Context: an optimization exercise on an open-source flow, tuned for small area, a short achievable clock period and few clock cycles per item. The choices shown serve that exercise and are no tape-out recipe.
The RTL was checked by simulation tests, not by an equivalence proof against the original design.
The clock port is modelled as an ideal driver, which makes a skipped or thinned clock tree look cheaper than it is; a real chip needs a root buffer or a tree.
Power is estimated from default activity; no workload was simulated.

## ppu_render
module ppu_render (
    input  wire         clk,
    input  wire         rst,
    input  wire         start,
    output wire         busy,
    output reg          done,
    input  wire         pal_we,
    input  wire [1:0]   pal_idx,
    input  wire [23:0]  pal_rgb,
    output wire         vram_re,
    output wire [14:0]  vram_addr,
    input  wire [7:0]   vram_rdata,
    output reg          fb_we,
    output wire [7:0]   fb_y,
    output wire [4:0]   fb_col,
    output wire [7:0]   fb_paint,
    output wire [191:0] fb_rgb
);
For scale: ~650 cells after synthesis, ~270 I/O pins, roughly 0.0072 mm2 of cells after synthesis.
export LEC_CHECK = 0
export CAP_MARGIN = 20
export CORE_MARGIN = 2
export CORE_UTILIZATION = 40
export PLACE_DENSITY = 0.6
export SLEW_MARGIN = 20
create_clock -name core_clock -period 5.0 [get_ports {clk}]
standard.sh (not shown) runs the stock make flow with config.mk's settings and CLKGATE_MAP_FILE= SYNTH_SCRIPT=/design/flow/synth_recipe.tcl, a recipe that flattens the netlist after the stock synthesis.
==> flow/flow/run.sh <==
#!/bin/bash
# The standard ORFS layout, with two changes:
#  - plain buf_1 cells as the port buffers instead of the delay buffers
#    buffer_ports picks by default;
#  - after CTS, the clock tree is rebuilt as one balanced level of clkbuf_16
#    cells driven by the clock port (flow/post_cts.tcl), which cuts the clock
#    latency every register sees by the same amount.
set -euo pipefail
export BUFFER_PORTS_ARGS="-buffer_cell sky130_fd_sc_hd__buf_1"
export POST_CTS_TCL="$PWD/flow/post_cts.tcl"
bash standard.sh finish > orfs_make.log 2>&1
==> flow/flow/post_cts.tcl <==
# Replace the clock tree that CTS built with a shallow balanced one: the
# clock port drives 4 buffers, one at the centre of each of 4 clusters of
# flip-flops (k-means on their positions); each drives 2 leaf buffers, one
# per half of its cluster, and the leaves drive the clock pins. Every
# flip-flop sees two buffers between the port and its clock pin.
set l1_master sky130_fd_sc_hd__clkbuf_8
set leaf_master sky130_fd_sc_hd__clkbuf_16
set block [ord::get_db_block]
proc out_iterm {inst} {
  foreach it [$inst getITerms] {
    if {[$it getIoType] eq "OUTPUT" && ![$it isSpecial]} { return $it }
  }
  error "no output on [$inst getName]"
}
set clk [$block findNet clk]

# the clock tree: every buffer reached from the port through buffers
set tree {}
set todo [list $clk]
set sinks {}
while {[llength $todo]} {
  set net [lindex $todo 0]
  set todo [lrange $todo 1 end]
  foreach it [$net getITerms] {
    if {![$it isInputSignal] && [[$it getMTerm] getSigType] ne "CLOCK" && [$it getIoType] ne "INPUT"} { continue }
    if {[$it getIoType] ne "INPUT"} { continue }
    set inst [$it getInst]
    set m [[$inst getMaster] getName]
    if {[regexp {^sky130_fd_sc_hd__(clkbuf|buf|clkinv|clkinvlp|inv|bufinv|clkdlybuf4s[0-9]+)_[0-9]+$} $m]} {
      set onet [[out_iterm $inst] getNet]
      set used 0
      if {$onet ne "NULL" && $onet ne ""} { set used [llength [$onet getITerms]] }
      if {[string match "*inv*" $m] && $used > 1} { error "inverting cell in the clock tree: [$inst getName]" }
      lappend tree $inst
      if {$used > 1} { lappend todo $onet }
    } elseif {[[$inst getMaster] isSequential]} {
      lappend sinks $it
    } else {
      error "unexpected clock load [$inst getName] $m"
    }
  }
}
puts "post_cts: [llength $tree] tree buffers, [llength $sinks] clock pins"

# positions
proc kmeans {pts k iters} {
  # seeds: points spread along x+y (k=2: ends; k=4: quartiles of x and y)
  set n [llength $pts]
  set xs [lsort -real [lmap p $pts {lindex $p 0}]]
  set ys [lsort -real [lmap p $pts {lindex $p 1}]]
  if {$k == 4} {
    set x1 [lindex $xs [expr {$n / 4}]]
    set x3 [lindex $xs [expr {3 * $n / 4}]]
    set y1 [lindex $ys [expr {$n / 4}]]
    set y3 [lindex $ys [expr {3 * $n / 4}]]
    set cent [list [list $x1 $y1] [list $x3 $y1] [list $x1 $y3] [list $x3 $y3]]
  } else {
    set dx [expr {[lindex $xs end] - [lindex $xs 0]}]
    set dy [expr {[lindex $ys end] - [lindex $ys 0]}]
    if {$dx >= $dy} {
      set cent [list [list [lindex $xs [expr {$n / 4}]] [lindex $ys [expr {$n / 2}]]] [list [lindex $xs [expr {3 * $n / 4}]] [lindex $ys [expr {$n / 2}]]]]
    } else {
      set cent [list [list [lindex $xs [expr {$n / 2}]] [lindex $ys [expr {$n / 4}]]] [list [lindex $xs [expr {$n / 2}]] [lindex $ys [expr {3 * $n / 4}]]]]
    }
  }
  for {set iter 0} {$iter < $iters} {incr iter} {
    set asg {}
    foreach p $pts {
      set best 0; set bd 1e30
      for {set j 0} {$j < $k} {incr j} {
        set c [lindex $cent $j]
        set d [expr {abs([lindex $p 0] - [lindex $c 0]) + abs([lindex $p 1] - [lindex $c 1])}]
        if {$d < $bd} { set bd $d; set best $j }
      }
      lappend asg $best
    }
    set new {}
    for {set j 0} {$j < $k} {incr j} {
      set sx 0.0; set sy 0.0; set cnt 0
      foreach p $pts a $asg { if {$a == $j} { set sx [expr {$sx + [lindex $p 0]}]; set sy [expr {$sy + [lindex $p 1]}]; incr cnt } }
      if {$cnt} { lappend new [list [expr {$sx / $cnt}] [expr {$sy / $cnt}]] } else { lappend new [lindex $cent $j] }
    }
    set cent $new
  }
  return [list $cent $asg]
}

set pts {}
foreach it $sinks {
  set b [[$it getInst] getBBox]
  lappend pts [list [expr {([$b xMin] + [$b xMax]) / 2.0}] [expr {([$b yMin] + [$b yMax]) / 2.0}]]
}
lassign [kmeans $pts 4 50] cent asg

# tear down the old tree
foreach it $sinks { $it disconnect }
foreach inst $tree {
  set m [[$inst getMaster] getName]
  set onet [[out_iterm $inst] getNet]
  odb::dbInst_destroy $inst
  if {$onet ne "NULL" && $onet ne ""} { odb::dbNet_destroy $onet }
}

# build the new tree: port -> 4 buffers -> 2 leaf buffers each -> clock pins
proc add_buf {block mname name x y in} {
  set inst [odb::dbInst_create $block [[ord::get_db] findMaster $mname] $name]
  $inst setLocation [expr {int($x) - 1500}] [expr {int($y) - 1360}]
  $inst setPlacementStatus PLACED
  set net [odb::dbNet_create $block "${name}_net"]
  $net setSigType CLOCK
  [$inst findITerm A] connect $in
  [$inst findITerm X] connect $net
  return $net
}
for {set k 0} {$k < 4} {incr k} {
  set c [lindex $cent $k]
  set mid [add_buf $block $l1_master "clkbuf_l1_$k" [lindex $c 0] [lindex $c 1] $clk]
  set sub {}; set subp {}
  foreach it $sinks p $pts a $asg { if {$a == $k} { lappend sub $it; lappend subp $p } }
  lassign [kmeans $subp 2 30] c2 a2
  for {set j 0} {$j < 2} {incr j} {
    set cc [lindex $c2 $j]
    set leaf [add_buf $block $leaf_master "clkbuf_l2_${k}_$j" [lindex $cc 0] [lindex $cc 1] $mid]
    set cnt 0
    foreach it $sub a $a2 { if {$a == $j} { $it connect $leaf; incr cnt } }
    puts "post_cts: clkbuf_l2_${k}_$j at $cc drives $cnt clock pins"
  }
}

detailed_placement
check_placement -verbose
estimate_parasitics -placement
report_clock_skew
report_clock_latency
The baseline produced a clean layout.
Testbench counts at the start, summed over its fixed seeds: cycles 243,796, frames 16.
Rerun with:
--- a/flow/flow/post_cts.tcl
+++ b/flow/flow/post_cts.tcl
@@ -9,6 +8,0 @@
-proc out_iterm {inst} {
-  foreach it [$inst getITerms] {
-    if {[$it getIoType] eq "OUTPUT" && ![$it isSpecial]} { return $it }
-  }
-  error "no output on [$inst getName]"
-}
@@ -29,2 +23,2 @@
-    if {[regexp {^sky130_fd_sc_hd__(clkbuf|buf|clkinv|clkinvlp|inv|bufinv|clkdlybuf4s[0-9]+)_[0-9]+$} $m]} {
-      set onet [[out_iterm $inst] getNet]
+    if {[string match "sky130_fd_sc_hd__clkbuf_*" $m] || [string match "sky130_fd_sc_hd__buf_*" $m] || [string match "sky130_fd_sc_hd__clkinv*" $m] || [string match "sky130_fd_sc_hd__inv_*" $m]} {
+      set onet [[$inst findITerm [expr {[string match "*inv*" $m] ? "Y" : "X"}]] getNet]
@@ -33 +27 @@
-      if {[string match "*inv*" $m] && $used > 1} { error "inverting cell in the clock tree: [$inst getName]" }
+      if {[string match "*inv*" $m] && $used > 1} { error "inverter in the clock tree: [$inst getName]" }
@@ -99 +93 @@
-  set onet [[out_iterm $inst] getNet]
+  set onet [[$inst findITerm [expr {[string match "*inv*" $m] ? "Y" : "X"}]] getNet]
What happened:
- This time the run ended with an error in 4_1_cts
- synthesized cell count does not change
- synthesized area stays the same
The clock cells of the first run of this note come from the design's own scripts or RTL, not from TritonCTS.

Another version of the RTL of ppu_render (not shown whole).
For scale: roughly 660 cells after synthesis, about 270 I/O pins.
export LEC_CHECK = 0
export CAP_MARGIN = 20
export CORE_MARGIN = 2
export CORE_UTILIZATION = 60
export PLACE_DENSITY = 0.75
export SLEW_MARGIN = 20
create_clock -name core_clock -period 5.0 [get_ports {clk}]
==> flow/flow/run.sh <==
#!/bin/bash
# The standard ORFS layout, with these changes:
#  - plain buf_1 cells as the port buffers instead of the delay buffers
#    buffer_ports picks by default;
#  - before the placement repair, high-fanout flip-flops get their strongest
#    drive (flow/pre_rsz.tcl);
#  - before detailed placement, each output port buffer is moved next to the
#    cell that drives it (flow/pre_dpl.tcl);
#  - after CTS, the clock tree is rebuilt as a shallow balanced tree of
#    clkbuf cells (flow/post_cts.tcl), which cuts the clock latency every
#    register sees by the same amount.
set -euo pipefail
export BUFFER_PORTS_ARGS="-buffer_cell sky130_fd_sc_hd__buf_1"
export PRE_RESIZE_TCL="$PWD/flow/pre_rsz.tcl"
export PRE_DETAIL_PLACE_TCL="$PWD/flow/pre_dpl.tcl"
export POST_CTS_TCL="$PWD/flow/post_cts.tcl"
bash standard.sh finish > orfs_make.log 2>&1
==> flow/flow/pre_dpl.tcl <==
# Move each output port buffer onto the cell that drives it, before detailed
# placement legalizes the rows. Global placement leaves these buffers
# anywhere on the line between their driver and the port, which makes weak
# drivers (the colour gates) drive most of the wire; next to the driver, the
# port buffer drives the wire to the port instead.
set block [ord::get_db_block]
set moved 0
foreach inst [$block getInsts] {
  if {![string match "output*" [$inst getName]]} { continue }
  if {![string match "sky130_fd_sc_hd__buf_*" [[$inst getMaster] getName]]} { continue }
  set onet [[$inst findITerm X] getNet]
  if {$onet eq "NULL" || [llength [$onet getBTerms]] != 1} { continue }
  set anet [[$inst findITerm A] getNet]
  if {$anet eq "NULL"} { continue }
  set drv ""
  foreach it [$anet getITerms] {
    if {[$it getIoType] eq "OUTPUT"} { set drv [$it getInst] }
  }
  if {$drv eq ""} { continue }
  set b [$drv getBBox]
  $inst setLocation [$b xMin] [$b yMin]
  incr moved
}
puts "pre_dpl: moved $moved output buffers next to their drivers"
==> flow/flow/pre_rsz.tcl <==
# Before the placement repair: flip-flops that drive many loads get the
# strongest drive of their own cell type, so that repair need not buffer them.
set block [ord::get_db_block]
# (the per-pixel colour selects drive 24 gates each)
set strong [[ord::get_db] findMaster sky130_fd_sc_hd__dfxtp_4]
set sized 0
foreach inst [$block getInsts] {
  if {![string match "sky130_fd_sc_hd__dfxtp_*" [[$inst getMaster] getName]]} { continue }
  set qnet [[$inst findITerm Q] getNet]
  if {$qnet eq "NULL"} { continue }
  if {[llength [$qnet getITerms]] - 1 >= 12} {
    $inst swapMaster $strong
    incr sized
  }
}
puts "pre_rsz: $sized high-fanout flip-flops set to dfxtp_4"
Other scripts of this flow, unchanged in this note and not shown: flow/flow/post_cts.tcl
The baseline completed with no timing, DRC or antenna violations.
Testbench counts at the start, summed over its fixed seeds: cycles 243,796, frames 16.
Rerun with:
--- a/flow/flow/run.sh
+++ b/flow/flow/run.sh
@@ -2 +2 @@
-# The standard ORFS layout, with these changes:
+# The standard ORFS layout, with three changes:
@@ -5,2 +4,0 @@
-#  - before the placement repair, high-fanout flip-flops get their strongest
-#    drive (flow/pre_rsz.tcl);
@@ -8 +6,2 @@
-#    cell that drives it (flow/pre_dpl.tcl);
+#    cell that drives it, and high-fanout flip-flops get their strongest
+#    drive (flow/pre_dpl.tcl);
@@ -14 +12,0 @@
-export PRE_RESIZE_TCL="$PWD/flow/pre_rsz.tcl"
--- a/flow/flow/pre_dpl.tcl
+++ b/flow/flow/pre_dpl.tcl
@@ -24,0 +25,15 @@
+
+# Flip-flops that drive many loads (the per-pixel colour selects, 24 gates
+# each) get the strongest drive of their own cell type.
+set strong [[ord::get_db] findMaster sky130_fd_sc_hd__dfxtp_4]
+set sized 0
+foreach inst [$block getInsts] {
+  if {![string match "sky130_fd_sc_hd__dfxtp_*" [[$inst getMaster] getName]]} { continue }
+  set qnet [[$inst findITerm Q] getNet]
+  if {$qnet eq "NULL"} { continue }
+  if {[llength [$qnet getITerms]] - 1 >= 12} {
+    $inst swapMaster $strong
+    incr sized
+  }
+}
+puts "pre_dpl: $sized high-fanout flip-flops set to dfxtp_4"
- CORE_UTILIZATION: 60 -> 40
- PLACE_DENSITY: 0.75 -> 0.6
removed: flow/flow/pre_rsz.tcl
After rerunning: Worst setup slack gets worse by 0.020 ns. Combinational power grows by about 2%. Total power hardly moves. Global-route usage shrinks by 12 points. Worst hold slack gets worse by 0.0054 ns. Fmax shrinks by about 0.8%. Routed wire length grows by about 6%. Area after synthesis is unchanged. Via count shrinks by about 1.7%.
Rerun with:
- SETUP_SLACK_MARGIN: default -> 2.7
The new run passed the timing, design-rule and antenna checks.
Combinational power increases by about 45%.
Register-to-register slack is worse by 0.15 ns.
Final cell count increases by about 6%.
Design area increases by 15%.
Worst setup slack is better by 0.061 ns.
In every run of this note, the design's own scripts or RTL, not TritonCTS, make the clock network.

-- re-timing with driven ports --
How much do the figures lean on ideal ports? The routed layouts below were timed once more, with nothing changed but the port constraints. Step 1, drivers: a clkbuf_16 drives clk and a buf_2 each remaining input, both assumed. Step 2 also shifts input and output timing later by t, the mid clock arrival at the registers, as if the neighbouring blocks saw the same clock. Three values: ideal, step 1, step 2; two values: the first two.
run | shift t [ns] | setup WS [ns] | clock arrival spread, ns | worst slew at a driven data input, ns
the first run of note 1 | 0.344 | 2.027 / 1.956 / 2.299 | 0.024 / 0.023 | 0.06
the first run of note 2 | 0.348 | 2.471 / 2.401 / 2.270 | 0.013 / 0.013 | 0.06
the second run of note 2 | 0.354 | 2.451 / 2.377 / 2.282 | 0.034 / 0.034 | 0.06
the third run of note 2 | 0.361 | 2.512 / 2.437 / 2.549 | 0.035 / 0.035 | 0.07
After both steps setup and hold are still met in every run listed. For the first run of note 2, which loses most, drivers alone change the setup slack by -0.070 ns; drivers and shift together by -0.201 ns.
